Context: an optimization exercise on an open-source flow, tuned for small area, a short achievable clock period and few clock cycles per item. The choices shown serve that exercise and are no tape-out recipe. The RTL was checked by simulation tests, not by an equivalence proof against the original design. No activity file was given, so power comes from the tool's default toggle rates.

<file path="flow/config.mk">
export PLATFORM = sky130hd
export DESIGN_NAME = bf16_alu
export DESIGN_NICKNAME = bf16_alu
export VERILOG_FILES = /design/flow/design.v
export SDC_FILE = /design/flow/constraint.sdc
export NUM_CORES = 4
export LEC_CHECK = 0
export CAP_MARGIN = 20
export CORE_MARGIN = 2
export CORE_UTILIZATION = 40
export SLEW_MARGIN = 20
</file>
<file path="flow/constraint.sdc">
create_clock -name core_clock -period 46.0 [get_ports {clk}]
set_input_delay 9.2000 -clock core_clock [delete_from_list [all_inputs] [get_ports {clk}]]
set_output_delay 9.2000 -clock core_clock [all_outputs]
set_load 0.01 [all_outputs]
</file>
<file path="flow/design.v">
module bf16_classify (
    input  wire [15:0] a,
    output wire        e_zero,    
    output wire        e_max,     
    output wire        m_zero,    
    output wire [6:0]  nm,        
    output wire [2:0]  k,         
    output wire [9:0]  ee         
);
    wire [6:0] m = a[6:0];
    assign e_zero = (a[14:7] == 8'd0);
    assign e_max  = (a[14:7] == 8'd255);
    assign m_zero = (m == 7'd0);
    reg [2:0] kk;
    always @* begin
        casez (m)
            7'b1??????: kk = 3'd1;
            7'b01?????: kk = 3'd2;
            7'b001????: kk = 3'd3;
            7'b0001???: kk = 3'd4;
            7'b00001??: kk = 3'd5;
            7'b000001?: kk = 3'd6;
            default:    kk = 3'd7;
        endcase
    end
    assign k  = e_zero ? kk : 3'd0;
    wire [7:0] sh = {1'b0, m} << kk;
    assign nm = e_zero ? sh[6:0] : m;
    assign ee = e_zero ? 10'd1 - {7'd0, kk} : {2'b00, a[14:7]};
endmodule
module bf16_addsub (
    input  wire [15:0] a,
    input  wire [15:0] b,         
    input  wire        a_zero,
    output wire        swap,      
    output wire        far,       
    output wire        rs,
    output wire        eff_sub,
    output wire [7:0]  eb,        
    output wire [8:0]  x          
);
    assign swap = (b[14:0] > a[14:0]) | a_zero;
    wire [15:0] big = swap ? b : a;
    wire [14:0] sml = swap ? a[14:0] : b[14:0];
    wire [7:0] es = sml[14:7];
    assign eb = big[14:7];
    wire [7:0] sigb = {eb != 8'd0, big[6:0]};
    wire [7:0] sigs = {es != 8'd0, sml[6:0]};
    wire [7:0] d = eb - es;
    assign far = (d > 8'd8) | (sml == 15'd0);
    wire [7:0] sigs_sh = sigs >> d[3:0];
    assign eff_sub = a[15] ^ b[15];
    assign rs = big[15];
    assign x = eff_sub ? {1'b0, sigb - sigs_sh} : {1'b0, sigb} + {1'b0, sigs_sh};
endmodule
module bf16_addsub_fin (
    input  wire        rs,
    input  wire [7:0]  eb,
    input  wire [7:0]  x,
    output reg  [15:0] r
);
    reg [3:0] k;
    always @* begin
        casez (x)
            8'b1???????: k = 4'd0;
            8'b01??????: k = 4'd1;
            8'b001?????: k = 4'd2;
            8'b0001????: k = 4'd3;
            8'b00001???: k = 4'd4;
            8'b000001??: k = 4'd5;
            8'b0000001?: k = 4'd6;
            8'b00000001: k = 4'd7;
            default:     k = 4'd8;
        endcase
    end
    wire [7:0] xn  = x << k[2:0];
    wire [8:0] e_k = {1'b0, eb} - {5'd0, k};
    always @* begin
        if (k == 4'd8)                           r = 16'h0000;    
        else if (k != 4'd0 && (e_k[8] || e_k[7:0] == 8'd0)) r = {rs, 15'd0};
        else                                     r = {rs, e_k[7:0], xn[6:0]};
    end
endmodule
module bf16_mul (
    input  wire [6:0]  a_nm,
    input  wire [6:0]  b_nm,
    output wire [8:0]  p           
);
    wire [15:0] pp = {1'b1, a_nm} * {1'b1, b_nm};
    assign p = pp[15:7];
endmodule
module bf16_mul_fin (
    input  wire        rs,
    input  wire        is_mul,
    input  wire [8:0]  x,
    input  wire [9:0]  re_in,
    output reg  [15:0] r
);
    wire [9:0] re  = re_in + {9'd0, x[8]};
    wire [7:0] sig = x[8] ? x[8:1] : x[7:0];
    wire [2:0] dsh = 3'd1 - re[2:0];    
    wire [7:0] den = sig >> dsh;
    wire neg = re[9];
    always @* begin
        if (!neg && re[8:0] >= 9'd255)               r = {rs, 15'h7F80};
        else if (is_mul && (neg || re == 10'd0)) begin
            if (neg && re < 10'h3FA)                 r = {rs, 15'd0};       
            else                                     r = {rs, 8'd0, den[6:0]};
        end else                                     r = {rs, re[7:0], sig[6:0]};
    end
endmodule
module bf16_div #(parameter N = 3) (
    input  wire [6:0]  a_nm,
    input  wire [6:0]  b_nm,
    output wire        ge,         
    output reg  [7:0]  rem,        
    output reg  [6:0]  mq          
);
    wire [7:0] x = {1'b1, a_nm};
    wire [7:0] y = {1'b1, b_nm};
    assign ge = (a_nm >= b_nm);
    wire [7:0] d1 = x - y;
    wire [7:0] d2 = {a_nm, 1'b0} - y;        
    reg  [8:0] t;
    integer i;
    always @* begin
        rem = ge ? d1 : d2;
        mq  = 7'd0;
        for (i = 6; i > 6 - N; i = i - 1) begin
            t     = {rem, 1'b0} - {1'b0, y};
            mq[i] = ~t[8] | rem[7];
            if (mq[i]) rem = t[7:0];
            else       rem = {rem[6:0], 1'b0};
        end
    end
endmodule
module bf16_div_fin #(parameter N = 3) (
    input  wire [7:0]  rem_in,
    input  wire [6:0]  b_nm,
    input  wire [6:0]  mq_in,
    output reg  [6:0]  mq
);
    wire [7:0] y = {1'b1, b_nm};
    reg  [7:0] rem;
    reg  [8:0] t;
    integer i;
    always @* begin
        rem = rem_in;
        mq  = mq_in;
        for (i = 6 - N; i >= 0; i = i - 1) begin
            t     = {rem, 1'b0} - {1'b0, y};
            mq[i] = ~t[8] | rem[7];
            if (mq[i]) rem = t[7:0];
            else       rem = {rem[6:0], 1'b0};
        end
    end
endmodule
module bf16_alu (
    input  wire        clk,
    input  wire        rst,         
    input  wire        in_valid,
    output wire        in_ready,
    input  wire [2:0]  op,
    input  wire [15:0] a,
    input  wire [15:0] b,
    output reg         out_valid,
    output reg  [15:0] r
);
    localparam N = 2;                      
    localparam RAW = 2'd0, DIV = 2'd1, NRM = 2'd2, SUM = 2'd3;
    assign in_ready = 1'b1;
    reg        v0;
    reg [2:0]  op0;
    reg [15:0] a0, b0;
    always @(posedge clk) begin
        v0  <= ~rst & in_valid;
        op0 <= op;
        a0  <= a;
        b0  <= b;
    end
    wire is_add = (op0[2:1] == 2'b00);
    wire is_mul = (op0 == 3'd2);
    wire is_div = (op0 == 3'd3);
    wire [15:0] bx = {b0[15] ^ (op0 == 3'd1), b0[14:0]};    
    wire a_ez, a_em, a_mz, b_ez, b_em, b_mz;
    wire [6:0] a_nm, b_nm;
    wire [2:0] a_k, b_k;
    wire [9:0] a_ee, b_ee;
    bf16_classify ca (.a(a0), .e_zero(a_ez), .e_max(a_em), .m_zero(a_mz), .nm(a_nm), .k(a_k), .ee(a_ee));
    bf16_classify cb (.a(b0), .e_zero(b_ez), .e_max(b_em), .m_zero(b_mz), .nm(b_nm), .k(b_k), .ee(b_ee));
    wire a_zero = a_ez & a_mz, a_inf = a_em & a_mz, a_nan = a_em & ~a_mz, a_den = a_ez & ~a_mz;
    wire b_zero = b_ez & b_mz, b_inf = b_em & b_mz, b_nan = b_em & ~b_mz;
    wire rs_md  = a0[15] ^ b0[15];
    wire       add_swap, add_far, add_rs, add_sub;
    wire [7:0] add_e;
    wire [8:0] add_x;
    bf16_addsub u_add (.a(a0), .b(bx), .a_zero(a_zero), .swap(add_swap), .far(add_far),
                       .rs(add_rs), .eff_sub(add_sub), .eb(add_e), .x(add_x));
    wire [8:0] mul_p;
    bf16_mul u_mul (.a_nm(a_nm), .b_nm(b_nm), .p(mul_p));
    wire       div_ge;
    wire [7:0] div_rem;
    wire [6:0] div_mq;
    bf16_div #(.N(N)) u_div (.a_nm(a_nm), .b_nm(b_nm), .ge(div_ge), .rem(div_rem), .mq(div_mq));
    wire [4:0] lp  = {2'b00, b_k} - {2'b00, a_k} - {4'd0, ~div_ge};
    wire div_sat   = ~lp[4] & (lp != 5'd0);
    wire [8:0] sat_e = {1'b0, a0[14:8], a0[7] | a_ez} + 9'd126;    
    wire [9:0] re_md = a_ee + (b_ee ^ {10{is_div}}) + (is_div ? 10'd127 : 10'h381)
                     + {9'd0, is_div & div_ge};
    wire md_ovf = ~re_md[9] & (re_md[8:0] >= 9'd255);
    wire md_unf = re_md[9] | (re_md == 10'd0);
    reg        sel_a, sel_b, sel_nan, sel_inf, sel_zero, sel_sat;
    reg  [1:0] mode;
    always @* begin
        sel_a = 1'b0; sel_b = 1'b0; sel_nan = 1'b0; sel_inf = 1'b0; sel_zero = 1'b0;
        sel_sat = 1'b0; mode = RAW;
        if (op0[2]) begin
        end else if (a_nan)     sel_a = 1'b1;
        else if (b_nan)         sel_b = 1'b1;
        else if (is_add) begin
            if (a_inf & b_inf & add_sub) sel_nan = 1'b1;
            else if (a_inf)              sel_a = 1'b1;
            else if (b_inf)              sel_b = 1'b1;
            else if (add_far) begin
                sel_a = ~add_swap;
                sel_b = add_swap;
            end else mode = add_sub ? NRM : SUM;
        end else if (is_mul) begin
            if ((a_inf & b_zero) | (b_inf & a_zero)) sel_nan = 1'b1;
            else if (a_inf | b_inf)                  sel_inf = 1'b1;
            else if (a_zero | b_zero)                sel_zero = 1'b1;
            else                                     mode = SUM;
        end else begin
            if ((a_inf & b_inf) | (a_zero & b_zero)) sel_nan = 1'b1;
            else if (a_inf | b_zero)                 sel_inf = 1'b1;
            else if (b_inf | a_zero)                 sel_zero = 1'b1;
            else if (div_sat) begin
                if (sat_e[8] | (sat_e[7:0] == 8'd255)) sel_inf = 1'b1;
                else                                   sel_sat = 1'b1;
            end
            else if (md_ovf)                         sel_inf = 1'b1;
            else if (md_unf)                         sel_zero = 1'b1;
            else                                     mode = DIV;
        end
    end
    wire [2:0] cls_code = {a_den, ~a_zero & ~a_inf & ~a_den, a_inf | ~a_zero & ~a_den & ~a_nan};
    reg  [2:0] ucode;
    always @* begin
        case (op0[1:0])
            2'd0:    ucode = {2'b00, a_zero};
            2'd1:    ucode = {2'b00, a_nan};
            2'd2:    ucode = {2'b00, a_inf};
            default: ucode = cls_code;
        endcase
    end
    reg        s_d;
    reg  [9:0] e_d;
    reg  [8:0] x_d;
    always @* begin
        if (sel_a)             begin s_d = a0[15]; e_d = {2'b00, a0[14:7]}; x_d = {2'b00, a0[6:0]}; end
        else if (sel_b)        begin s_d = bx[15]; e_d = {2'b00, bx[14:7]}; x_d = {2'b00, bx[6:0]}; end
        else if (sel_nan)      begin s_d = 1'b0;   e_d = 10'd255;           x_d = 9'h040; end
        else if (sel_inf)      begin s_d = rs_md;  e_d = 10'd255;           x_d = 9'h000; end
        else if (sel_zero)     begin s_d = rs_md;  e_d = 10'd0;             x_d = 9'h000; end
        else if (sel_sat)      begin s_d = rs_md;  e_d = {2'b00, sat_e[7:0]}; x_d = 9'h07F; end
        else if (op0[2])       begin s_d = 1'b0;   e_d = 10'd0;             x_d = {6'd0, ucode}; end
        else if (is_add)       begin s_d = add_rs; e_d = {2'b00, add_e};    x_d = add_x; end
        else if (is_mul)       begin s_d = rs_md;  e_d = re_md;             x_d = mul_p; end
        else                   begin s_d = rs_md;  e_d = re_md;             x_d = {1'b0, div_rem}; end
    end
    reg        v1;
    reg [1:0]  m1;
    reg        mul1;
    reg        s1;
    reg [9:0]  e1;
    reg [8:0]  x1;
    reg [6:0]  y1, q1;
    always @(posedge clk) begin
        v1   <= ~rst & v0;
        m1   <= mode;
        mul1 <= is_mul;
        s1   <= s_d;
        e1   <= e_d;
        x1   <= x_d;
        y1   <= b_nm;
        q1   <= div_mq;
    end
    wire [15:0] nrm_r, sum_r;
    wire [6:0]  div_m;
    bf16_addsub_fin u_nrm (.rs(s1), .eb(e1[7:0]), .x(x1[7:0]), .r(nrm_r));
    bf16_mul_fin    u_sum (.rs(s1), .is_mul(mul1), .x(x1), .re_in(e1), .r(sum_r));
    bf16_div_fin #(.N(N)) u_divf (.rem_in(x1[7:0]), .b_nm(y1), .mq_in(q1), .mq(div_m));
    reg [15:0] res;
    always @* begin
        case (m1)
            RAW:     res = {s1, e1[7:0], x1[6:0]};
            DIV:     res = {s1, e1[7:0], div_m};
            NRM:     res = nrm_r;
            default: res = sum_r;
        endcase
    end
    always @(posedge clk) begin
        out_valid <= ~rst & v1;
        r         <= res;
    end
endmodule
</file>
<file path="flow/flow/run.sh">
#!/bin/bash
# Standard layout, with the resizer's setup repair aiming for slack well
# beyond the 46 ns clock, so that it sizes the critical paths for speed.
export SETUP_SLACK_MARGIN=35.5
bash standard.sh > standard.log 2>&1
</file>
<file path="flow/standard.sh">
#!/bin/bash
# synth_recipe.tcl (not shown) runs the flow's synth.tcl, then flattens the netlist and writes it again
# the make line also repeats each setting of config.mk as NAME=value (left out here)
make -C /OpenROAD-flow-scripts/flow DESIGN_CONFIG=/design/flow/config.mk WORK_HOME=/design/flow/orfs CLKGATE_MAP_FILE= SYNTH_SCRIPT=/design/flow/synth_recipe.tcl "${@:-finish}"
</file>
==> impl_metrics.tcl, run 1 <==
set metrics [dict create \
    cp_num_buf_inv 1 \
    syn_inst 1741 \
    drive_gt1_share_pct 5.80 \
    antenna_cells 0 \
    synth-seq-area-share_pct 13.4 \
    clk_pin_slew_ns 0.07 \
    cts-buffers-inserted 9 \
    min_path_type "register to register" \
    grt_pass1_wl_um 63600 \
    setup_viol 0 \
    die_w_um 183 \
    fin_skew_ns 0.0117 \
    async_flop_share_pct 0 \
    path_cells "clkdlybuf4s50_1" \
    peakVddDrop_mv 0.0769 \
    cpPeakStageDelay_ns 0.54 \
    insertion_delay_ns 0.37 \
    wl_per_cell_um 18.6 \
    cts_tree "yes" \
    cp_max_fo 1 \
    drv_slew 0 \
    timing.setup.tns_ns 0 \
    die_h_um 183 \
    synthFlopType "dfxtp_1" \
    final_common_cell "nor2_1" \
    antenna_found_initial 0 \
    portBuffers 54 \
    ys_types 87 \
    finalWeightedCongestion 0.941 \
    pin_count 56 \
    p_leak_nw 6.14 \
    rows 65 \
    end_kind "output pin" \
    overflow 0 \
    synthesis.area_um2 12800 \
    clkSinkCount 86 \
    grt_pass1_vias 12000 \
    cp-start-kind "register" \
    drtAntennaViolNets 0 \
    syn_to_final_growth_pct 9.62 \
    total_power_uw 898 \
    grt_max_degree 31 \
    fmax_ghz 0.0960 \
    min_period_ns 10.42 \
    clock_path_buffers 2 \
    cap_violations 0 \
    rsz0062_at_grt "no" \
    avgViaCountPerCell 5.99 \
    yosys_warnings 6 \
    grt.total_usage_pct 23.6 \
    synth_fp_nets 1969 \
    postCtsSetupBuffers 0 \
    die_area_um2 33500 \
    final-hold-violation-count 0 \
    worstMarginPinSlew_ns 0.967 \
    critPathTopFamily "buffers and inverters" \
    initial_core_util_pct 40.6 \
    arrival_ns 1.22 \
    final_util_pct 44.5 \
    power.density_nw_per_um2 64.0 \
    cp_data_required_time_ns 36.80 \
    synth-seq-cells 86 \
    core-area_um2 31600 \
    wirelength_um 39800 \
    syn_area_per_cell_um2 7.36 \
    final_cell_mix "nor2_1, nand2_1, a21oi_1, ha_1, inv_1" \
    dp_hpwl_um 30600 \
    drtIter0Drc 1201 \
    dr.pass1.iters 6 \
    cts_root_buf "clkbuf_16" \
    status "finished clean" \
    finalCritPeriodShare_pct 22.6 \
    slowest_stage "clkdlybuf4s50_1" \
    synth-edff-count 0 \
    htreeDepth 3 \
    remaining_drc_errors 0 \
    num-nets-final 1965 \
    slew_headroom_pct 35.1 \
    critical_path_class "register to output pin" \
    dr_total_vias 12800 \
]
==> sequential cells by signal (all words and copies together) (netlist names), 2 cells and up <==
signal and flops:
op0 3, a0 16, e1 10, b0 16
q1 2, x1 9, r 16, m1 2
y1 7
==> stage by stage <==
stage	hold slack (ns)	instances	area [um^2]	worst slack [ns]
2_1_floorplan	0.410	1741	12800	36.47
3_3_place_gp	0.415	2128	13700	35.10
3_5_place_dp	0.422	2128	13700	35.05
4_1_cts	0.440	2144	14000	35.55
5_1_grt	0.471	2144	14000	35.50
6_report	0.437	2144	14000	35.58
==> metal layers <==
metal | routed length [um] | vias up | GRT usage, %
li1 | - | 6240 | -
met5 | 0 | - | 0
met4 | 861 | 0 | 6.40
met1 | 18600 | 6069 | 33.0
met3 | 2500 | 59 | 3.44
met2 | 17800 | 471 | 38.0
==> worst paths after layout <==
path	startpoint	to	slack, ns	cells after the start
max	r[2]	r[2]	35.58	1
min	v0	v1	0.44	1
max reg2reg	x1[0]	r[0]	36.29	47
min reg2reg	v0	v1	0.44	1
==> logic make-up (layout without fill, tap and decap cells) <==
| kind of cell | Yosys count | in the layout | share of synthesized area (%) |
|---|---|---|---|
| AND/OR/NAND/NOR | 565 | 565 | 21.6 |
| AO/OA/AOI/OAI | 541 | 541 | 27.2 |
| buffers and inverters | 228 | 229 | 6.91 |
| adder cells (fa/ha/maj) | 190 | 190 | 21.0 |
| flip-flops | 86 | 86 | 13.4 |
| XOR/XNOR | 74 | 74 | 5.06 |
| multiplexers | 56 | 56 | 4.73 |
| other | 1 | 1 | 0.0293 |
==> synthesized netlist by cell type (all sizes together), types with 20 or more instances <==
| library cell | number | area (um^2) |
|---|---|---|
| nor3 | 39 | 200 |
| nand2b | 39 | 244 |
| nand2 | 154 | 578 |
| mux2i | 38 | 380 |
| o21ai | 129 | 649 |
| o21a | 20 | 150 |
| a21o | 42 | 315 |
| xor2 | 27 | 236 |
| fa | 42 | 841 |
| xnor2 | 47 | 412 |
| nor2b | 32 | 200 |
| nand3 | 29 | 150 |
| dfxtp | 86 | 1720 |
| nor2 | 176 | 661 |
| inv | 133 | 499 |
| a21oi | 152 | 764 |
| clkbuf | 78 | 293 |
| ha | 148 | 1850 |
==> power by group <==
| group | total [mW] | internal (mW) | switching, mW | leakage (nW) |
|---|---|---|---|---|
| logic | 0.698 | 0.309 | 0.389 | 5.25 |
| clock network | 0.0878 | 0.0502 | 0.0377 | 0.166 |
| registers | 0.112 | 0.0887 | 0.0237 | 0.722 |
==> repair_timing <==
action | 4_1_cts | 5_1_grt
setup endpoints to repair | 8 | 10
pin swaps | 0 | 0
hold buffers | 0 | 0
resized for setup | 2 | 9
==> final cells by class <==
class	count	area [um^2]
Fill cell	3224	17500
Tap cell	402	503
Timing Repair Buffer	76	706
Sequential cell	86	1720
Multi-Input combinational cell	1427	10300
Inverter	137	514
Clock inverter	6	97.6
Clock buffer	10	239
Testbench counts, summed over its fixed seeds: cycles 32,024, items 32,000.
==> run 2, diff against run 1 <==
==> flow/run.sh (new file) <==
#!/bin/bash
# synth_recipe.tcl (not shown) runs the flow's synth.tcl, then flattens the netlist and writes it again
# the make line also repeats each setting of config.mk as NAME=value (left out here)
make -C /OpenROAD-flow-scripts/flow DESIGN_CONFIG=/design/flow/config.mk WORK_HOME=/design/flow/orfs CLKGATE_MAP_FILE= SYNTH_SCRIPT=/design/flow/synth_recipe.tcl finish
removed: flow/flow/run.sh
removed: flow/standard.sh
==> impl_metrics.tcl, run 2 <==
set metrics [dict create \
    cp_max_fo 16 \
    initial_core_util_pct 40.6 \
    dp_hpwl_um 30600 \
    status "finished clean" \
    cts_resized 0 \
    cts_root_buf "clkbuf_16" \
    yosys_warnings 6 \
    synthFlopType "dfxtp_1" \
    pin_count 56 \
    postCtsHoldBufs 0 \
    portBuffers 54 \
    netlist.area_leader.share_pct 14.5 \
    wl_per_cell_um 18.5 \
    slew_headroom_pct 27.7 \
    worstMarginPinSlew_ns 1.08 \
    synthesis.area_um2 12800 \
    postCtsSetupBuffers 0 \
    met3_usage_pct 3.44 \
    fmax_ghz 0.0922 \
    synth_commonest_cells "nor2_1, nand2_1, a21oi_1" \
    critical_path_class "register to register" \
    syn_inst 1741 \
    post-place-ws_ns 35.05 \
    clk_pin_slew_ns 0.07 \
    synth-edff-count 0 \
    antenna_found_initial 0 \
    arrival_ns 11.07 \
    synth_xor_area_share_pct 5.06 \
    die_w_um 183 \
    p_leak_nw 6.13 \
    reg2reg_slack_ns 35.16 \
    syn_to_final_growth_pct 9.28 \
    drtAntennaViolNets 0 \
    rsz0062_at_grt "no" \
    avgViaCountPerCell 5.96 \
    cap_violations 0 \
    drive_gt1_share_pct 5.34 \
    grt_pass1_wl_um 63600 \
    clock_path_buffers 2 \
    power.density_nw_per_um2 63.6 \
    wirelength_um 39700 \
    die_area_um2 33500 \
    final-hold-violation-count 0 \
    synth-seq-cells 86 \
    final_common_cell "nor2_1" \
    synth_most_common_cell "nor2_1" \
    num-nets-final 1965 \
    cp_data_required_time_ns 46.23 \
    min_period_ns 10.84 \
    total_power_uw 891 \
    global_route.usage.met1_pct 33.0 \
    final_cell_mix "nor2_1, nand2_1, a21oi_1, ha_1, inv_1" \
    grt.total_usage_pct 23.6 \
    die_h_um 183 \
    use_met2_pct 38.0 \
    finalWeightedCongestion 0.941 \
    synth_fp_nets 1969 \
    cp-start-kind "register" \
    grt_max_degree 31 \
    post_synth_and_or_nand_nor_area_fraction_pct 21.6 \
    overflow 0 \
    synth_top_family_by_area "compound AO/OA/AOI/OAI gates" \
    dr.pass1.iters 6 \
    fin_skew_ns 0.00867 \
    grt_pass1_vias 12000 \
    rows 65 \
    end_kind "register" \
    synth-seq-area-share_pct 13.4 \
    min_path_type "register to register" \
    synth_compound_area_share_pct 27.2 \
    syn_area_per_cell_um2 7.36 \
    remaining_drc_errors 0 \
    dr_total_vias 12800 \
    clkSinkCount 86 \
    cts-buffers-inserted 9 \
    ys_types 87 \
    muxShareOfSynthArea_pct 4.73 \
    synth_area_leaders "ha_1, dfxtp_1, fa_1, a21oi_1, nor2_1" \
    worst_slack_ns 35.16 \
    slowest_stage "a21boi_1" \
    top_regs "a0 (16), b0 (16), r (16)" \
    insertion_delay_ns 0.37 \
    synth_top_area_cell "ha_1" \
    setup_viol 0 \
    drtIter0Drc 1331 \
    synthAdderAreaFrac_pct 21.0 \
    async_flop_share_pct 0 \
    finalCritPeriodShare_pct 23.6 \
    cts_tree "yes" \
    htreeDepth 3 \
    timing.setup.tns_ns 0 \
    antenna_cells 0 \
    grt-busiest-layer "met2" \
    core-area_um2 31600 \
    peakVddDrop_mv 0.0768 \
    drv_slew 0 \
    cpPeakStageDelay_ns 0.85 \
]
-- run 2: worst paths after layout --
path | startpoint | endpoint | cells after the start
min reg2reg | v0 | v1 | 1
max reg2reg | a0[10] | x1[2] | 36
min | v0 | v1 | 1
max | a0[10] | x1[2] | 36
-- run 2: layout make-up --
class | count | area (um^2)
fillers | 3226 | 17600
multi-input cells | 1427 | 10200
flip-flops and latches | 86 | 1720
repair buffers | 76 | 706
inverters | 137 | 514
well taps | 402 | 503
clock buffers | 10 | 239
clock inverters | 6 | 97.6
-- run 2: cells by family after synthesis --
| kind of cell | Yosys count |
|---|---|
| compound gates | 541 |
| xor+xnor | 74 |
| fa+ha+maj | 190 |
| buf+inv | 228 |
| flops | 86 |
| mux | 56 |
| other cells | 1 |
| simple gates | 565 |
-- run 2: worst max-delay path, delay by kind of cell (launching register included) --
kind,cells,cell delay (ns)
AO/OA/AOI/OAI,19,5.69
XOR/XNOR,1,0.17
adder cells (fa/ha/maj),4,1.26
buffers and inverters,1,0.27
flip-flops,1,0.49
multiplexers,1,0.19
AND/OR/NAND/NOR,10,2.61
-- run 2: through the flow --
step / cell area, um^2 / cells / utilization (%) / hold slack, ns
6_report: 14000 / 2144 / 44.3 / 0.437
5_1_grt: 14000 / 2144 / 44.3 / 0.471
4_1_cts: 14000 / 2144 / 44.3 / 0.440
3_5_place_dp: 13700 / 2128 / 43.3 / 0.422
3_3_place_gp: 13700 / 2128 / 43.3 / 0.415
2_1_floorplan: 12800 / 1741 / - / 0.410
-- run 2: per-layer routing --
metal	vias to the layer above	part of all wire (%)
li1	6225	-
met1	6020	47
met2	460	45
met3	66	6.4
met4	0	2.4
met5	-	0
-- run 2: power by group --
| group | internal, mW | leakage [nW] | switching (mW) |
|---|---|---|---|
| clock | 0.0501 | 0.166 | 0.0373 |
| sequential | 0.0887 | 0.722 | 0.0237 |
| combinational | 0.306 | 5.24 | 0.385 |
| total | 0.445 | 6.13 | 0.446 |
==> run 3, diff against run 2 <==
--- a/flow/config.mk
+++ b/flow/config.mk
@@ -8,4 +8,5 @@
 export CAP_MARGIN = 20
 export CORE_MARGIN = 2
-export CORE_UTILIZATION = 40
+export CORE_UTILIZATION = 70
+export PLACE_DENSITY = 0.8
 export SLEW_MARGIN = 20
==> impl_metrics.tcl, run 3 <==
set metrics [dict create \
    dr_total_vias 13400 \
    synth_most_common_cell "nor2_1" \
    pwr-share-comb_pct 78.5 \
    yosys_warnings 6 \
    cts-buffers-inserted 9 \
    cp_data_required_time_ns 46.24 \
    overflow 0 \
    drv_slew 0 \
    antenna_cells 0 \
    finalCritPeriodShare_pct 22.9 \
    dp_hpwl_um 29900 \
    p_leak_nw 6.11 \
    avgViaCountPerCell 6.80 \
    async_flop_share_pct 0 \
    grt_pass1_vias 12700 \
    die_w_um 139 \
    min_path_type "register to register" \
    worstMarginPinSlew_ns 1.05 \
    synth_area_leaders "ha_1, dfxtp_1, fa_1, a21oi_1, nor2_1" \
    grt.total_usage_pct 39.3 \
    dr.pass1.iters 6 \
    postCtsSetupBuffers 0 \
    drive_gt1_share_pct 5.06 \
    syn_area_per_cell_um2 7.36 \
    swShare_pct 50.4 \
    final_common_cell "nor2_1" \
    portBuffers 54 \
    dpl.cell_count 1954 \
    grt_pass1_wl_um 62700 \
    drtAntennaViolNets 0 \
    die_h_um 139 \
    finalWeightedCongestion 1.05 \
    synth_commonest_cells "nor2_1, nand2_1, a21oi_1" \
    rows 49 \
    slowest_stage "o31ai_1" \
    timing.setup.tns_ns 0 \
    core-area_um2 18000 \
    min_period_ns 10.52 \
    die_area_um2 19400 \
    htreeDepth 3 \
    fin_skew_ns 0.0216 \
    synthesis.area_um2 12800 \
    cts_resized 0 \
    slew_headroom_pct 29.5 \
    cp_max_fo 12 \
    synth-seq-area-share_pct 13.4 \
    wirelength_um 38600 \
    synth-seq-cells 86 \
    final_cells 1968 \
    drtIter0Drc 1267 \
    top_regs "a0 (16), b0 (16), r (16)" \
    cap_violations 0 \
    clk_pin_slew_ns 0.07 \
    netlist.area_leader.share_pct 14.5 \
    num-nets-final 1964 \
    syn_inst 1741 \
    antenna_found_initial 0 \
    critPathTopFamily "compound AO/OA/AOI/OAI gates" \
    fmax_ghz 0.0951 \
    pin_count 56 \
    rsz0062_at_grt "no" \
    power.switching_uw 449 \
    synth-edff-count 0 \
    total_power_uw 892 \
    peakVddDrop_mv 0.166 \
    synthFlopType "dfxtp_1" \
    syn_to_final_growth_pct 7.22 \
    end_kind "register" \
    cp_num_buf_inv 1 \
    remaining_drc_errors 0 \
    cellInternalPower_uw 443 \
    insertion_delay_ns 0.37 \
    arrival_ns 10.76 \
    status "finished clean" \
    initial_core_util_pct 71.3 \
    cp_common_cell "o21a_1" \
    cp-start-kind "register" \
    power.density_nw_per_um2 65.0 \
    postCtsHoldBufs 0 \
    cts_root_buf "clkbuf_16" \
    synth_fp_nets 1969 \
    grt_max_degree 34 \
    final-hold-violation-count 0 \
    cts_tree "yes" \
    ys_types 87 \
    synth_top_area_cell "ha_1" \
    clock_path_buffers 2 \
    clkSinkCount 86 \
    critical_path_class "register to register" \
    cpPeakStageDelay_ns 0.61 \
    final_cell_mix "nor2_1, nand2_1, a21oi_1, ha_1, inv_1" \
    reg2reg_slack_ns 35.48 \
    pwr-share-clk_pct 8.9 \
    wl_per_cell_um 19.6 \
    setup_viol 0 \
    seq_power_share_pct 12.6 \
]
## run 3: path summary, 6_finish.rpt
| path | startpoint | to | cells after the start |
|---|---|---|---|
| max | x1[0] | r[0] | 46 |
| min | s1 | r[15] | 1 |
| max reg2reg | x1[0] | r[0] | 46 |
| min reg2reg | s1 | r[15] | 1 |
## run 3: area by class of cell
| class | count | area, um^2 |
|---|---|---|
| clock buffer | 10 | 229 |
| clock inverter | 4 | 73.8 |
| fill | 1407 | 4230 |
| inverter | 137 | 514 |
| multi-input combinational | 1427 | 10200 |
| sequential | 86 | 1720 |
| tap | 229 | 287 |
| timing repair buffer | 75 | 698 |
## run 3: logic make-up (layout without fill, tap and decap cells)
logic type | count (synthesis) | in the layout | share of synthesized area (%)
other | 1 | 1 | 0.0293
buffers and inverters | 228 | 226 | 6.91
muxes | 56 | 56 | 4.73
and+or+nand+nor | 565 | 565 | 21.6
DFF | 86 | 86 | 13.4
xor gates and xnor gates | 74 | 74 | 5.06
AOI/OAI and AO/OA | 541 | 541 | 27.2
adders and majority gates | 190 | 190 | 21.0
## run 3: worst register-to-register path, delay by kind of cell (launching register included)
family	cells	cell delay (ns)
buffers and inverters	1	0.12
flip-flops	1	0.57
multiplexers	3	0.67
adder cells (fa/ha/maj)	5	1.72
AND/OR/NAND/NOR	9	0.88
AO/OA/AOI/OAI	28	6.41
## run 3: metal layers
metal | track usage, % | share of wire (%)
met5 | 0 | 0
met2 | 62.0 | 44
met3 | 8.12 | 11
met4 | 18.1 | 3.9
met1 | 51.9 | 41
## run 3: power by group through the flow
stage / clock network [mW] / registers (mW) / logic, mW
global route: 0.0824 / 0.113 / 0.769
finish: 0.0797 / 0.112 / 0.700
CTS: 0.0800 / 0.111 / 0.685
detailed placement: 0 / 0.113 / 0.678
global placement: 0 / 0.112 / 0.657
floorplan: 0 / 0.0988 / 0.547
## run 3: per-stage QoR
stage          hold WS [ns]  area [um^2]  worst slack [ns]  utilization [%]
2_1_floorplan         0.410        12800             36.47                -
3_3_place_gp          0.417        13400             35.99             74.7
3_5_place_dp          0.424        13400             35.82             74.7
4_1_cts               0.434        13700             35.58             76.4
5_1_grt               0.444        13700             34.60             76.4
6_report              0.438        13700             35.48             76.4
==> run 4, diff against run 3 <==
--- a/flow/design.v
+++ b/flow/design.v
@@ -119,11 +119,11 @@
     wire [7:0] x = {1'b1, a_nm};
     wire [7:0] y = {1'b1, b_nm};
-    assign ge = (a_nm >= b_nm);
-    wire [7:0] d1 = x - y;
+    wire [8:0] d1 = {1'b0, x} - {1'b0, y};
+    assign ge = ~d1[8];
     wire [7:0] d2 = {a_nm, 1'b0} - y;        
     reg  [8:0] t;
     integer i;
     always @* begin
-        rem = ge ? d1 : d2;
+        rem = ge ? d1[7:0] : d2;
         mq  = 7'd0;
         for (i = 6; i > 6 - N; i = i - 1) begin
@@ -210,9 +210,8 @@
     wire md_ovf = ~re_md[9] & (re_md[8:0] >= 9'd255);
     wire md_unf = re_md[9] | (re_md == 10'd0);
-    reg        sel_a, sel_b, sel_nan, sel_inf, sel_zero, sel_sat;
-    reg  [1:0] mode;
+    reg sel_a, sel_b, sel_nan, sel_inf, sel_zero, sel_sat, sel_add, sel_mul, sel_div;
     always @* begin
         sel_a = 1'b0; sel_b = 1'b0; sel_nan = 1'b0; sel_inf = 1'b0; sel_zero = 1'b0;
-        sel_sat = 1'b0; mode = RAW;
+        sel_sat = 1'b0; sel_add = 1'b0; sel_mul = 1'b0; sel_div = 1'b0;
         if (op0[2]) begin
         end else if (a_nan)     sel_a = 1'b1;
@@ -225,10 +224,10 @@
                 sel_a = ~add_swap;
                 sel_b = add_swap;
-            end else mode = add_sub ? NRM : SUM;
+            end else sel_add = 1'b1;
         end else if (is_mul) begin
             if ((a_inf & b_zero) | (b_inf & a_zero)) sel_nan = 1'b1;
             else if (a_inf | b_inf)                  sel_inf = 1'b1;
             else if (a_zero | b_zero)                sel_zero = 1'b1;
-            else                                     mode = SUM;
+            else                                     sel_mul = 1'b1;
         end else begin
             if ((a_inf & b_inf) | (a_zero & b_zero)) sel_nan = 1'b1;
@@ -241,7 +240,9 @@
             else if (md_ovf)                         sel_inf = 1'b1;
             else if (md_unf)                         sel_zero = 1'b1;
-            else                                     mode = DIV;
+            else                                     sel_div = 1'b1;
         end
     end
+    wire sel_un = op0[2];
+    wire [1:0] mode = sel_div ? DIV : (sel_add & add_sub) ? NRM : (sel_add | sel_mul) ? SUM : RAW;
     wire [2:0] cls_code = {a_den, ~a_zero & ~a_inf & ~a_den, a_inf | ~a_zero & ~a_den & ~a_nan};
     reg  [2:0] ucode;
@@ -254,19 +255,20 @@
         endcase
     end
-    reg        s_d;
-    reg  [9:0] e_d;
-    reg  [8:0] x_d;
-    always @* begin
-        if (sel_a)             begin s_d = a0[15]; e_d = {2'b00, a0[14:7]}; x_d = {2'b00, a0[6:0]}; end
-        else if (sel_b)        begin s_d = bx[15]; e_d = {2'b00, bx[14:7]}; x_d = {2'b00, bx[6:0]}; end
-        else if (sel_nan)      begin s_d = 1'b0;   e_d = 10'd255;           x_d = 9'h040; end
-        else if (sel_inf)      begin s_d = rs_md;  e_d = 10'd255;           x_d = 9'h000; end
-        else if (sel_zero)     begin s_d = rs_md;  e_d = 10'd0;             x_d = 9'h000; end
-        else if (sel_sat)      begin s_d = rs_md;  e_d = {2'b00, sat_e[7:0]}; x_d = 9'h07F; end
-        else if (op0[2])       begin s_d = 1'b0;   e_d = 10'd0;             x_d = {6'd0, ucode}; end
-        else if (is_add)       begin s_d = add_rs; e_d = {2'b00, add_e};    x_d = add_x; end
-        else if (is_mul)       begin s_d = rs_md;  e_d = re_md;             x_d = mul_p; end
-        else                   begin s_d = rs_md;  e_d = re_md;             x_d = {1'b0, div_rem}; end
-    end
+    wire s_d = (sel_a & a0[15]) | (sel_b & bx[15]) | (sel_add & add_rs)
+             | ((sel_inf | sel_zero | sel_sat | sel_mul | sel_div) & rs_md);
+    wire [9:0] e_d = ({10{sel_a}} & {2'b00, a0[14:7]})
+                   | ({10{sel_b}} & {2'b00, bx[14:7]})
+                   | ({10{sel_nan | sel_inf}} & 10'd255)
+                   | ({10{sel_sat}} & {2'b00, sat_e[7:0]})
+                   | ({10{sel_add}} & {2'b00, add_e})
+                   | ({10{sel_mul | sel_div}} & re_md);
+    wire [8:0] x_d = ({9{sel_a}} & {2'b00, a0[6:0]})
+                   | ({9{sel_b}} & {2'b00, bx[6:0]})
+                   | ({9{sel_nan}} & 9'h040)
+                   | ({9{sel_sat}} & 9'h07F)
+                   | ({9{sel_un}} & {6'd0, ucode})
+                   | ({9{sel_add}} & add_x)
+                   | ({9{sel_mul}} & mul_p)
+                   | ({9{sel_div}} & {1'b0, div_rem});
     reg        v1;
     reg [1:0]  m1;
@@ -291,13 +293,8 @@
     bf16_mul_fin    u_sum (.rs(s1), .is_mul(mul1), .x(x1), .re_in(e1), .r(sum_r));
     bf16_div_fin #(.N(N)) u_divf (.rem_in(x1[7:0]), .b_nm(y1), .mq_in(q1), .mq(div_m));
-    reg [15:0] res;
-    always @* begin
-        case (m1)
-            RAW:     res = {s1, e1[7:0], x1[6:0]};
-            DIV:     res = {s1, e1[7:0], div_m};
-            NRM:     res = nrm_r;
-            default: res = sum_r;
-        endcase
-    end
+    wire [15:0] res = ({16{m1 == RAW}} & {s1, e1[7:0], x1[6:0]})
+                    | ({16{m1 == DIV}} & {s1, e1[7:0], div_m})
+                    | ({16{m1 == NRM}} & nrm_r)
+                    | ({16{m1 == SUM}} & sum_r);
     always @(posedge clk) begin
         out_valid <= ~rst & v1;
==> flow/flow/run.sh (new file) <==
#!/bin/bash
# Standard layout, with the resizer's setup repair aiming for slack well
# beyond the 46 ns clock, so that it sizes the critical paths for speed.
export SETUP_SLACK_MARGIN=35.5
bash standard.sh > standard.log 2>&1
==> flow/standard.sh (new file) <==
#!/bin/bash
# synth_recipe.tcl (not shown) runs the flow's synth.tcl, then flattens the netlist and writes it again
# the make line also repeats each setting of config.mk as NAME=value (left out here)
make -C /OpenROAD-flow-scripts/flow DESIGN_CONFIG=/design/flow/config.mk WORK_HOME=/design/flow/orfs CLKGATE_MAP_FILE= SYNTH_SCRIPT=/design/flow/synth_recipe.tcl "${@:-finish}"
removed: flow/run.sh
==> impl_metrics.tcl, run 4 <==
set metrics [dict create \
    status "finished clean" \
    grt_pass1_wl_um 59700 \
    final_cells 1933 \
    rows 49 \
    p_leak_nw 6.18 \
    die_h_um 139 \
    num-nets-final 1934 \
    pwr-share-clk_pct 10.9 \
    postCtsHoldBufs 0 \
    synth_top_family_by_area "compound AO/OA/AOI/OAI gates" \
    syn_to_final_growth_pct 7.12 \
    synthFlopType "dfxtp_1" \
    synth-edff-count 0 \
    wl_per_cell_um 18.9 \
    async_flop_share_pct 0 \
    critical_path_class "register to output pin" \
    dr.pass1.iters 6 \
    cts-buffers-inserted 9 \
    synthAdderAreaFrac_pct 21.8 \
    fin_skew_ns 0.0178 \
    rsz0062_at_grt "no" \
    pwr-share-comb_pct 73.7 \
    cp_max_fo 1 \
    ys_types 105 \
    synth_fp_nets 1933 \
    avgViaCountPerCell 6.60 \
    grt_max_degree 29 \
    drtAntennaViolNets 0 \
    initial_core_util_pct 71.4 \
    min_period_ns 10.43 \
    synth_xor_area_share_pct 5.19 \
    synth-seq-cells 86 \
    cpPeakStageDelay_ns 0.56 \
    synth_most_common_cell "nor2_1" \
    arrival_ns 1.23 \
    clkSinkCount 86 \
    cts_root_buf "clkbuf_16" \
    seq_power_share_pct 15.5 \
    power.density_nw_per_um2 50.7 \
    post_synth_and_or_nand_nor_area_fraction_pct 22.3 \
    yosys_warnings 6 \
    end_kind "output pin" \
    antenna_found_initial 0 \
    min_path_type "register to register" \
    final-hold-violation-count 0 \
    synthesis.area_um2 12800 \
    fmax_ghz 0.0959 \
    synth_commonest_cells "nor2_1, ha_1, inv_1" \
    worst_slack_ns 35.57 \
    synth-seq-area-share_pct 13.4 \
    synth_top_area_cell "ha_1" \
    path_cells "clkdlybuf4s50_1" \
    cellInternalPower_uw 354 \
    swShare_pct 49.2 \
    clock_path_buffers 2 \
    overflow 0 \
    setup_viol 0 \
    htreeDepth 3 \
    final_cell_area_um2 13700 \
    dr_total_vias 12800 \
    power.switching_uw 343 \
    grt.total_usage_pct 37.1 \
    worstMarginPinSlew_ns 1.07 \
    synth_area_leaders "ha_1, dfxtp_1, fa_1, a21oi_1, nor2_1" \
    antenna_cells 0 \
    slew_headroom_pct 28.6 \
    final_common_cell "nor2_1" \
    portBuffers 54 \
    core-area_um2 18000 \
    muxShareOfSynthArea_pct 4.59 \
    final_cell_mix "nor2_1, ha_1, inv_1, nand2_1, a21oi_1" \
    cp_data_required_time_ns 36.80 \
    cp_num_buf_inv 1 \
    die_area_um2 19400 \
    cts_tree "yes" \
    synth_compound_area_share_pct 25.5 \
    critPathTopFamily "buffers and inverters" \
    post-place-ws_ns 35.46 \
    netlist.area_leader.share_pct 14.9 \
    finalCritPeriodShare_pct 22.7 \
    timing.setup.tns_ns 0 \
    top_regs "a0 (16), b0 (16), r (16)" \
    remaining_drc_errors 0 \
    total_power_uw 696 \
    pin_count 56 \
    cp-start-kind "register" \
    final_util_pct 76.5 \
    syn_inst 1698 \
    drtIter0Drc 934 \
    peakVddDrop_mv 0.106 \
    clk_pin_slew_ns 0.07 \
    slowest_stage "clkdlybuf4s50_1" \
    syn_area_per_cell_um2 7.56 \
    holdWs_ns 0.437 \
    drive_gt1_share_pct 6.51 \
    die_w_um 139 \
    cap_violations 0 \
    dp_hpwl_um 28300 \
    finalWeightedCongestion 1.01 \
    drv_slew 0 \
    dpl.cell_count 1914 \
    grt_pass1_vias 12200 \
    placed_cell_area_um2 13400 \
    insertion_delay_ns 0.37 \
    wirelength_um 36400 \
]
==> run 4: changes by cell type after synthesis, moves of 9 or more <==
cell,change
xor2_1,+11
nor2_1,-15
clkbuf_1,-22
a22oi_1,-11
a21oi_1,-27
nand2b_1,-11
inv_1,+16
nand3_1,+22
o21ai_0,-29
xnor2_1,-9
==> run 4: timing repair <==
item | CTS | global route
setup buffers | 0 | 3
endpoints found under the hold margin | 0 | 0
pin swaps | 0 | 1
endpoints found under the setup margin | 1 | 1
resized for setup | 1 | 7
==> run 4: cells by family (layout without fill, tap and decap cells) <==
| family | after synthesis | after routing |
|---|---|---|
| simple gates | 573 | 573 |
| mux | 55 | 55 |
| fa+ha+maj | 197 | 197 |
| buf+inv | 229 | 235 |
| flops | 86 | 86 |
| other cells | 1 | 1 |
| xor+xnor | 76 | 76 |
| compound gates | 481 | 481 |
==> run 4: cell type report <==
type	count	area, um^2
Multi-Input combinational cell	1383	10200
Clock buffer	9	225
Fill cell	1446	4220
Tap cell	229	287
Timing Repair Buffer	68	646
Clock inverter	7	78.8
Inverter	151	567
Sequential cell	86	1720
==> run 4: routing by layer <==
layer	GRT usage [%]	vias up	part of all wire (%)
met2	59.9	692	44
met3	7.09	151	10
met5	0	-	0
li1	-	6086	-
met1	48.3	5823	41
met4	16.7	0	4.7
==> run 4: power by group through the flow <==
stage	clock, mW	combinational, mW	sequential, mW
after floorplan	0	0.398	0.0972
after global placement	0	0.480	0.108
after detailed placement	0	0.493	0.108
after CTS	0.0761	0.498	0.107
after global routing	0.0792	0.568	0.109
final	0.0758	0.513	0.108
==> run 4: final timing paths <==
kind	cells past startpoint	start	slack [ns]	endpoint
max	1	r[0]	35.57	r[0]
min	1	v1	0.44	out_valid
max reg2reg	48	x1[1]	36.19	r[0]
min reg2reg	1	v1	0.44	out_valid
Testbench counts of run 4, summed over its fixed seeds: cycles 32,024, items 32,000.
==> run 5, diff against run 4 <==
--- a/flow/design.v
+++ b/flow/design.v
@@ -52,5 +52,6 @@
     assign eff_sub = a[15] ^ b[15];
     assign rs = big[15];
-    assign x = eff_sub ? {1'b0, sigb - sigs_sh} : {1'b0, sigb} + {1'b0, sigs_sh};
+    wire [8:0] sum = {1'b0, sigb} + {1'b0, sigs_sh ^ {8{eff_sub}}} + {8'd0, eff_sub};
+    assign x = {sum[8] & ~eff_sub, sum[7:0]};
 endmodule
 module bf16_addsub_fin (
@@ -119,11 +120,11 @@
     wire [7:0] x = {1'b1, a_nm};
     wire [7:0] y = {1'b1, b_nm};
-    wire [8:0] d1 = {1'b0, x} - {1'b0, y};
-    assign ge = ~d1[8];
-    wire [7:0] d2 = {a_nm, 1'b0} - y;        
+    assign ge = (a_nm >= b_nm);
+    wire [8:0] xs = ge ? {1'b0, x} : {x, 1'b0};
+    wire [8:0] d0 = xs - {1'b0, y};      
     reg  [8:0] t;
     integer i;
     always @* begin
-        rem = ge ? d1[7:0] : d2;
+        rem = d0[7:0];
         mq  = 7'd0;
         for (i = 6; i > 6 - N; i = i - 1) begin
==> flow/flow/run.sh (replaced) <==
#!/bin/bash
# Standard layout, with two changes in how it is made:
# - the port buffers are plain buffers (buf_2) instead of the default delay cell;
# - the resizer's setup repair aims for slack well beyond the 46 ns clock,
#   so that it sizes the critical paths for speed.
export BUFFER_PORTS_ARGS="-buffer_cell sky130_fd_sc_hd__buf_2"
export SETUP_SLACK_MARGIN=36.0
bash standard.sh > standard.log 2>&1
==> impl_metrics.tcl, run 5 <==
set metrics [dict create \
    netlist.area_leader.share_pct 14.3 \
    drv_slew 0 \
    peakVddDrop_mv 0.102 \
    fin_skew_ns 0.0105 \
    synth_top_area_cell "ha_1" \
    finalCritPeriodShare_pct 21.8 \
    critical_path_class "register to output pin" \
    placed_cell_area_um2 12500 \
    clk_pin_slew_ns 0.07 \
    dr.pass1.iters 8 \
    wl_per_cell_um 18.8 \
    pin_count 56 \
    htreeDepth 3 \
    synth_commonest_cells "nor2_1, inv_1, ha_1" \
    initial_core_util_pct 71.2 \
    ys_types 81 \
    wirelength_um 35200 \
    cpPeakStageDelay_ns 0.37 \
    worstMarginPinSlew_ns 1.10 \
    syn_inst 1647 \
    synth_area_leaders "ha_1, dfxtp_1, fa_1, nor2_1, a21oi_1" \
    synth_fp_nets 1866 \
    insertion_delay_ns 0.36 \
    die_h_um 136 \
    final_cell_area_um2 13100 \
    die_area_um2 18600 \
    min_period_ns 10.03 \
    top_regs "a0 (16), b0 (16), r (16)" \
    clkSinkCount 86 \
    final_common_cell "nor2_1" \
    seq_power_share_pct 14.8 \
    arrival_ns 0.83 \
    remaining_drc_errors 0 \
    cap_violations 0 \
    setup_viol 0 \
    synthFlopType "dfxtp_1" \
    overflow 0 \
    slowest_stage "dfxtp_2" \
    drtAntennaViolNets 0 \
    drive_gt1_share_pct 9.65 \
    post-place-ws_ns 35.41 \
    critPathTopFamily "flip-flops" \
    avgViaCountPerCell 6.59 \
    cts_tree "yes" \
    cts-buffers-inserted 9 \
    dr_total_vias 12300 \
    clock_path_buffers 2 \
    rsz0062_at_grt "yes" \
    end_kind "output pin" \
    power.switching_uw 372 \
    core-area_um2 17200 \
    cp_data_required_time_ns 36.80 \
    synthesis.area_um2 12300 \
    slew_headroom_pct 26.5 \
    synth-seq-cells 86 \
    synth-edff-count 0 \
    pwr-share-clk_pct 9.8 \
    cellInternalPower_uw 388 \
    final_util_pct 75.7 \
    min_path_type "register to register" \
    worst_slack_ns 35.97 \
    final_cell_mix "nor2_1, inv_1, ha_1, nand2_1, a21oi_1" \
    async_flop_share_pct 0 \
    drtIter0Drc 1304 \
    path_cells "buf_6" \
    num-nets-final 1861 \
    cp_max_fo 1 \
    rows 48 \
    antenna_cells 0 \
    synth-seq-area-share_pct 14.0 \
    fmax_ghz 0.0997 \
    syn_to_final_growth_pct 6.46 \
    swShare_pct 49.0 \
    grt_pass1_wl_um 55300 \
    synth_most_common_cell "nor2_1" \
    cts_root_buf "clkbuf_16" \
    grt.total_usage_pct 37.1 \
    timing.setup.tns_ns 0 \
    p_leak_nw 5.88 \
    portBuffers 54 \
    yosys_warnings 6 \
    grt_pass1_vias 11200 \
    dp_hpwl_um 26900 \
    final-hold-violation-count 0 \
    grt_max_degree 27 \
    die_w_um 136 \
    syn_area_per_cell_um2 7.45 \
    power.density_nw_per_um2 58.2 \
    finalWeightedCongestion 1.05 \
    cp-start-kind "register" \
    cp_num_buf_inv 1 \
    pwr-share-comb_pct 75.4 \
    antenna_found_initial 0 \
    status "finished clean" \
]
==> run 5: cell types whose count changed in the layout (fill, tap and decap cells not counted), moves of 15 or more <==
cell | previous run | this run
clkdlybuf4s50_1 | 54 | 0
buf_2 | 0 | 43
nand3_1 | 50 | 25
o21ai_0 | 89 | 106
mux2i_1 | 33 | 48
xor2_1 | 38 | 23
==> run 5: area by class of cell <==
cell class | instances | area [um^2]
Clock buffer | 9 | 225
Clock inverter | 7 | 77.6
Fill cell | 1327 | 4180
Inverter | 147 | 552
Multi-Input combinational cell | 1330 | 9720
Sequential cell | 86 | 1740
Tap cell | 225 | 282
Timing Repair Buffer | 68 | 457
==> run 5: power groups by stage <==
stage               Clock (mW)  Combinational, mW  Sequential, mW
floorplan                    0              0.437          0.0974
global placement             0              0.518           0.110
detailed placement           0              0.530           0.111
CTS                     0.0748              0.539           0.109
global route            0.0782              0.630           0.114
finish                  0.0748              0.573           0.112
==> run 5: logic make-up after synthesis <==
kind of cell | after synthesis | synth area share [%]
simple gates | 542 | 21.3
compound gates | 466 | 25.1
fa+ha+maj | 182 | 21.1
xor+xnor | 70 | 5.00
mux | 68 | 6.20
flops | 86 | 14.0
other cells | 1 | 0.0306
buf+inv | 232 | 7.28
==> run 5: through the flow <==
stage | cells | hold slack (ns) | power [mW]
after floorplan | 1647 | 0.410 | 0.534
after global placement | 1849 | 0.419 | 0.628
after detailed placement | 1849 | 0.439 | 0.641
after CTS | 1868 | 0.449 | 0.723
after global routing | 1872 | 0.450 | 0.822
final | 1872 | 0.449 | 0.760
==> run 5: final timing paths <==
kind	start	end	slack, ns	cells past startpoint
hold / removal	v1	out_valid	0.45	1
setup reg to reg	x1[2]	r[0]	36.15	48
setup / recovery	r[0]	r[0]	35.97	1
hold reg to reg	v1	out_valid	0.45	1
==> run 5: metal layers <==
layer / vias to the layer above / wire length [um] / GRT usage (%)
met5: - / 0 / 0
met4: 0 / 1100 / 13.7
met3: 100 / 3410 / 4.96
met2: 666 / 16000 / 59.5
met1: 5701 / 14600 / 50.9
li1: 5874 / - / -
==> run 5: what timing repair did <==
| action | 4_1_cts | 5_1_grt |
|---|---|---|
| setup buffers | 3 | 3 |
| gates cloned | 0 | 1 |
| resized for setup | 10 | 35 |
| hold buffers | 0 | 0 |
| pin swaps | 1 | 6 |
| setup endpoints to repair | 2 | 23 |
| endpoints found under the hold margin | 0 | 0 |
Testbench counts of run 5, summed over its fixed seeds: cycles 32,024, items 32,000.
==> run 6, diff against run 5 <==
--- a/flow/design.v
+++ b/flow/design.v
@@ -83,11 +83,100 @@
     end
 endmodule
-module bf16_mul (
-    input  wire [6:0]  a_nm,
-    input  wire [6:0]  b_nm,
-    output wire [8:0]  p           
-);
-    wire [15:0] pp = {1'b1, a_nm} * {1'b1, b_nm};
-    assign p = pp[15:7];
+module bf16_mul (input wire [6:0] a_nm, input wire [6:0] b_nm, output wire [8:0] p);
+  wire [6:0] a = a_nm;
+  wire [6:0] b = b_nm;
+  wire n1 = (a[6] & b[0]) ^ (a[5] & b[1]);
+  wire n2 = (a[6] & b[0]) & (a[5] & b[1]);
+  wire n3 = b[0] ^ (a[6] & b[1]) ^ (a[5] & b[2]);
+  wire n4 = (b[0] & (a[6] & b[1])) | (b[0] & (a[5] & b[2])) | ((a[6] & b[1]) & (a[5] & b[2]));
+  wire n5 = (a[4] & b[3]) ^ (a[3] & b[4]);
+  wire n6 = (a[4] & b[3]) & (a[3] & b[4]);
+  wire n7 = b[1] ^ (a[6] & b[2]) ^ (a[5] & b[3]);
+  wire n8 = (b[1] & (a[6] & b[2])) | (b[1] & (a[5] & b[3])) | ((a[6] & b[2]) & (a[5] & b[3]));
+  wire n9 = (a[4] & b[4]) ^ (a[3] & b[5]);
+  wire n10 = (a[4] & b[4]) & (a[3] & b[5]);
+  wire n11 = b[2] ^ (a[6] & b[3]) ^ (a[5] & b[4]);
+  wire n12 = (b[2] & (a[6] & b[3])) | (b[2] & (a[5] & b[4])) | ((a[6] & b[3]) & (a[5] & b[4]));
+  wire n13 = (a[4] & b[0]) ^ (a[3] & b[1]);
+  wire n14 = (a[4] & b[0]) & (a[3] & b[1]);
+  wire n15 = (a[5] & b[0]) ^ (a[4] & b[1]) ^ (a[3] & b[2]);
+  wire n16 = ((a[5] & b[0]) & (a[4] & b[1])) | ((a[5] & b[0]) & (a[3] & b[2])) | ((a[4] & b[1]) & (a[3] & b[2]));
+  wire n17 = (a[2] & b[3]) ^ (a[1] & b[4]);
+  wire n18 = (a[2] & b[3]) & (a[1] & b[4]);
+  wire n19 = n1 ^ (a[4] & b[2]) ^ (a[3] & b[3]);
+  wire n20 = (n1 & (a[4] & b[2])) | (n1 & (a[3] & b[3])) | ((a[4] & b[2]) & (a[3] & b[3]));
+  wire n21 = (a[2] & b[4]) ^ (a[1] & b[5]) ^ (a[0] & b[6]);
+  wire n22 = ((a[2] & b[4]) & (a[1] & b[5])) | ((a[2] & b[4]) & (a[0] & b[6])) | ((a[1] & b[5]) & (a[0] & b[6]));
+  wire n23 = n2 ^ n3 ^ n5;
+  wire n24 = (n2 & n3) | (n2 & n5) | (n3 & n5);
+  wire n25 = (a[2] & b[5]) ^ (a[1] & b[6]) ^ a[0];
+  wire n26 = ((a[2] & b[5]) & (a[1] & b[6])) | ((a[2] & b[5]) & a[0]) | ((a[1] & b[6]) & a[0]);
+  wire n27 = n4 ^ n6 ^ n7;
+  wire n28 = (n4 & n6) | (n4 & n7) | (n6 & n7);
+  wire n29 = n9 ^ (a[2] & b[6]) ^ a[1];
+  wire n30 = (n9 & (a[2] & b[6])) | (n9 & a[1]) | ((a[2] & b[6]) & a[1]);
+  wire n31 = n8 ^ n10 ^ n11;
+  wire n32 = (n8 & n10) | (n8 & n11) | (n10 & n11);
+  wire n33 = (a[4] & b[5]) ^ (a[3] & b[6]) ^ a[2];
+  wire n34 = ((a[4] & b[5]) & (a[3] & b[6])) | ((a[4] & b[5]) & a[2]) | ((a[3] & b[6]) & a[2]);
+  wire n35 = n12 ^ b[3] ^ (a[6] & b[4]);
+  wire n36 = (n12 & b[3]) | (n12 & (a[6] & b[4])) | (b[3] & (a[6] & b[4]));
+  wire n37 = (a[5] & b[5]) ^ (a[4] & b[6]) ^ a[3];
+  wire n38 = ((a[5] & b[5]) & (a[4] & b[6])) | ((a[5] & b[5]) & a[3]) | ((a[4] & b[6]) & a[3]);
+  wire n39 = b[4] ^ (a[6] & b[5]) ^ (a[5] & b[6]);
+  wire n40 = (b[4] & (a[6] & b[5])) | (b[4] & (a[5] & b[6])) | ((a[6] & b[5]) & (a[5] & b[6]));
+  wire n41 = (a[3] & b[0]) ^ (a[2] & b[1]);
+  wire n42 = (a[3] & b[0]) & (a[2] & b[1]);
+  wire n43 = n13 ^ (a[2] & b[2]) ^ (a[1] & b[3]);
+  wire n44 = (n13 & (a[2] & b[2])) | (n13 & (a[1] & b[3])) | ((a[2] & b[2]) & (a[1] & b[3]));
+  wire n45 = n14 ^ n15 ^ n17;
+  wire n46 = (n14 & n15) | (n14 & n17) | (n15 & n17);
+  wire n47 = n16 ^ n18 ^ n19;
+  wire n48 = (n16 & n18) | (n16 & n19) | (n18 & n19);
+  wire n49 = n20 ^ n22 ^ n23;
+  wire n50 = (n20 & n22) | (n20 & n23) | (n22 & n23);
+  wire n51 = n24 ^ n26 ^ n27;
+  wire n52 = (n24 & n26) | (n24 & n27) | (n26 & n27);
+  wire n53 = n28 ^ n30 ^ n31;
+  wire n54 = (n28 & n30) | (n28 & n31) | (n30 & n31);
+  wire n55 = n32 ^ n34 ^ n35;
+  wire n56 = (n32 & n34) | (n32 & n35) | (n34 & n35);
+  wire n57 = n36 ^ n38 ^ n39;
+  wire n58 = (n36 & n38) | (n36 & n39) | (n38 & n39);
+  wire n59 = n40 ^ b[5] ^ (a[6] & b[6]);
+  wire n60 = (n40 & b[5]) | (n40 & (a[6] & b[6])) | (b[5] & (a[6] & b[6]));
+  wire n61 = (a[2] & b[0]) ^ (a[1] & b[1]);
+  wire n62 = (a[2] & b[0]) & (a[1] & b[1]);
+  wire n63 = n41 ^ (a[1] & b[2]) ^ (a[0] & b[3]);
+  wire n64 = (n41 & (a[1] & b[2])) | (n41 & (a[0] & b[3])) | ((a[1] & b[2]) & (a[0] & b[3]));
+  wire n65 = n42 ^ n43 ^ (a[0] & b[4]);
+  wire n66 = (n42 & n43) | (n42 & (a[0] & b[4])) | (n43 & (a[0] & b[4]));
+  wire n67 = n44 ^ n45 ^ (a[0] & b[5]);
+  wire n68 = (n44 & n45) | (n44 & (a[0] & b[5])) | (n45 & (a[0] & b[5]));
+  wire n69 = n46 ^ n47 ^ n21;
+  wire n70 = (n46 & n47) | (n46 & n21) | (n47 & n21);
+  wire n71 = n48 ^ n49 ^ n25;
+  wire n72 = (n48 & n49) | (n48 & n25) | (n49 & n25);
+  wire n73 = n50 ^ n51 ^ n29;
+  wire n74 = (n50 & n51) | (n50 & n29) | (n51 & n29);
+  wire n75 = n52 ^ n53 ^ n33;
+  wire n76 = (n52 & n53) | (n52 & n33) | (n53 & n33);
+  wire n77 = n54 ^ n55 ^ n37;
+  wire n78 = (n54 & n55) | (n54 & n37) | (n55 & n37);
+  wire n79 = n56 ^ n57 ^ a[4];
+  wire n80 = (n56 & n57) | (n56 & a[4]) | (n57 & a[4]);
+  wire n81 = n58 ^ n59 ^ a[5];
+  wire n82 = (n58 & n59) | (n58 & a[5]) | (n59 & a[5]);
+  wire n83 = n60 ^ b[6] ^ a[6];
+  wire n84 = (n60 & b[6]) | (n60 & a[6]) | (b[6] & a[6]);
+  wire [15:0] r0 = {1'b0, n84, n82, n80, n78, n76, n74, n72, n70, n68, n66, n64, n62, n61, (a[1] & b[0]), (a[0] & b[0])};
+  wire [15:0] r1 = {1'b0, 1'b1, n83, n81, n79, n77, n75, n73, n71, n69, n67, n65, n63, (a[0] & b[2]), (a[0] & b[1]), 1'b0};
+  wire [16:0] c;
+  assign c[0] = 1'b0;
+  genvar k;
+  generate for (k = 0; k < 16; k = k + 1) begin : g
+    assign c[k+1] = (r0[k] & r1[k]) | (r0[k] & c[k]) | (r1[k] & c[k]);
+  end endgenerate
+  assign p = r0[15:7] ^ r1[15:7] ^ c[15:7];
 endmodule
 module bf16_mul_fin (
==> impl_metrics.tcl, run 6 <==
set metrics [dict create \
    pwr-share-comb_pct 74.7 \
    htreeDepth 3 \
    slowest_stage "dfxtp_2" \
    drv_slew 0 \
    cp_max_fo 1 \
    slew_headroom_pct 30.5 \
    netlist.area_leader.share_pct 14.3 \
    core-area_um2 17100 \
    synth_xor_area_share_pct 5.08 \
    synth_compound_area_share_pct 27.2 \
    cap_violations 0 \
    fin_skew_ns 0.0113 \
    seq_power_share_pct 14.3 \
    final-hold-violation-count 0 \
    remaining_drc_errors 0 \
    die_area_um2 18300 \
    syn_to_final_growth_pct 6.92 \
    post_synth_and_or_nand_nor_area_fraction_pct 21.2 \
    dp_hpwl_um 28500 \
    end_kind "output pin" \
    path_cells "buf_6" \
    fmax_ghz 0.100 \
    cts_root_buf "clkbuf_16" \
    min_period_ns 10.0 \
    r2r_cells 42 \
    drtIter0Drc 1555 \
    synth_top_family_by_area "compound AO/OA/AOI/OAI gates" \
    cpPeakStageDelay_ns 0.32 \
    final_cells 1849 \
    final_cell_mix "nor2_1, inv_1, nand2_1, ha_1, a21oi_1" \
    peakVddDrop_mv 0.124 \
    regToRegEndpoint "x1[5]" \
    overflow 0 \
    clk_pin_slew_ns 0.07 \
    initial_core_util_pct 70.8 \
    portBuffers 54 \
    cts_tree "yes" \
    min_path_type "register to register" \
    arrival_ns 0.80 \
    swShare_pct 49.9 \
    finalWeightedCongestion 1.02 \
    die_h_um 135 \
    dpl.cell_count 1829 \
    reg2reg_from "b0[10]" \
    clock_path_buffers 2 \
    synthFlopType "dfxtp_1" \
    synthAdderAreaFrac_pct 20.0 \
    power.switching_uw 396 \
    finalCritPeriodShare_pct 21.7 \
    dr_total_vias 12500 \
    cp_data_required_time_ns 36.80 \
    antenna_found_initial 0 \
    synthesis.area_um2 12100 \
    async_flop_share_pct 0 \
    top_regs "a0 (16), b0 (16), r (16)" \
    status "finished clean" \
    pin_count 56 \
    ys_types 94 \
    final_common_cell "nor2_1" \
    critPathTopFamily "flip-flops" \
    antenna_cells 0 \
    yosys_warnings 6 \
    clkSinkCount 86 \
    min_from "v1" \
    cellInternalPower_uw 398 \
    holdPathEnd "out_valid" \
    power.density_nw_per_um2 61.5 \
    synth-edff-count 0 \
    wl_per_cell_um 20.2 \
    rows 48 \
    syn_inst 1616 \
    avgViaCountPerCell 6.77 \
    drive_gt1_share_pct 9.79 \
    worstMarginPinSlew_ns 1.04 \
    reg2reg_slack_ns 36.49 \
    grt_pass1_wl_um 58800 \
    num-nets-final 1819 \
    synth_top_area_cell "dfxtp_1" \
    timing.setup.tns_ns 0 \
    muxShareOfSynthArea_pct 5.55 \
    synth-seq-cells 86 \
    pwr-share-clk_pct 10.9 \
    rsz0062_at_grt "yes" \
    cp_num_buf_inv 1 \
    insertion_delay_ns 0.36 \
    p_leak_nw 5.70 \
    die_w_um 135 \
    cts-buffers-inserted 9 \
    whs_path_depth 1 \
    setup_viol 0 \
    synth_fp_nets 1816 \
    drtAntennaViolNets 0 \
    synth_area_leaders "dfxtp_1, ha_1, fa_1, nor2_1, a21oi_1" \
    grt_max_degree 24 \
    grt.total_usage_pct 40.3 \
    critical_path_class "register to output pin" \
    synth_commonest_cells "nor2_1, inv_1, nand2_1" \
    synth-seq-area-share_pct 14.3 \
    grt_pass1_vias 11700 \
    dr.pass1.iters 6 \
    synth_most_common_cell "nor2_1" \
    syn_area_per_cell_um2 7.47 \
    wirelength_um 37300 \
    cp-start-kind "register" \
]
run 6: per-layer routing:
metal / vias to the layer above / GRT usage (%) / routed length [um]
li1: 5844 / - / -
met1: 5761 / 51.3 / 14800
met2: 765 / 65.1 / 16900
met3: 156 / 8.34 / 3610
met4: 0 / 20.2 / 1970
met5: - / 0 / 0
run 6: power by group through the flow:
stage | Clock (mW) | Combinational (mW) | Sequential (mW)
after CTS | 0.0863 | 0.569 | 0.111
after global placement | 0 | 0.549 | 0.112
after global routing | 0.0892 | 0.655 | 0.115
after floorplan | 0 | 0.448 | 0.0990
after detailed placement | 0 | 0.560 | 0.113
final | 0.0867 | 0.593 | 0.114
run 6: cell type report:
| type | instances | area (um^2) |
|---|---|---|
| clock buffers | 10 | 239 |
| clock inverters | 6 | 100 |
| fillers | 1338 | 4150 |
| inverters | 138 | 520 |
| multi-input cells | 1316 | 9630 |
| flip-flops and latches | 86 | 1740 |
| well taps | 225 | 282 |
| repair buffers | 68 | 400 |
run 6: kinds of logic after synthesis:
kind of cell,after synthesis
simple gates,534
compound gates,484
buf+inv,214
fa+ha+maj,166
flops,86
xor+xnor,70
mux,61
other cells,1
run 6: repair_timing:
action / in CTS / in global routing
setup endpoints to repair: 2 / 24
endpoints found under the hold margin: 0 / 0
resized for setup: 2 / 37
pin swaps: 0 / 2
hold buffers: 0 / 0
buffers inserted: 0 / 4
run 6: per-stage QoR:
step                      hold WS, ns  total power, mW  setup WS (ns)  util (%)  cell area (um^2)
after floorplan                 0.410            0.547          36.47         -             12100
after global placement          0.416            0.662          36.07      72.7             12400
after detailed placement        0.432            0.673          35.87      72.7             12400
after CTS                       0.450            0.766          36.00      74.7             12700
after global routing            0.456            0.859          35.96      75.7             12900
final                           0.444            0.793          36.00      75.7             12900
run 6: worst max path at each step:
stage,start,to,slack [ns],cells past startpoint
global route,x1[0],r[0],35.96,48
floorplan,out_valid,out_valid,36.47,0
finish,r[8],r[8],36.00,1
detailed placement,x1[0],r[0],35.87,48
CTS,r[8],r[8],36.00,1
global placement,x1[0],r[0],36.07,48
Testbench counts of run 6, summed over its fixed seeds: cycles 32,024, items 32,000.

[separate check: timing with driven ports]
No port has a modelled driver above. Below, the same layouts with a new extraction and two added sets of constraints. Step 1 (the two cells are an assumption about what drives the block):
set clk [get_ports {clk}]
set_driving_cell -lib_cell sky130_fd_sc_hd__clkbuf_16 $clk
set_driving_cell -lib_cell sky130_fd_sc_hd__buf_2 [delete_from_list [all_inputs] $clk]
Step 2 also shifts input and output timing later by t, the mid clock arrival at the registers, as if the neighbouring blocks saw the same clock. a / b / c = ideal ports / drivers / drivers and shift; a / b = the first two.
run	t (ns)	slack for setup (ns)	pins driven straight from the clock port
run 1	0.417	35.582 / 35.532 / 35.949	1
run 2	0.417	35.156 / 35.156 / 35.156	1
run 3	0.410	35.482 / 35.482 / 35.482	1
run 4	0.409	35.571 / 35.522 / 35.931	1
run 5	0.398	35.972 / 35.927 / 36.151	1
run 6	0.403	36.005 / 35.958 / 36.361	1
After both steps every run listed still meets setup and hold.
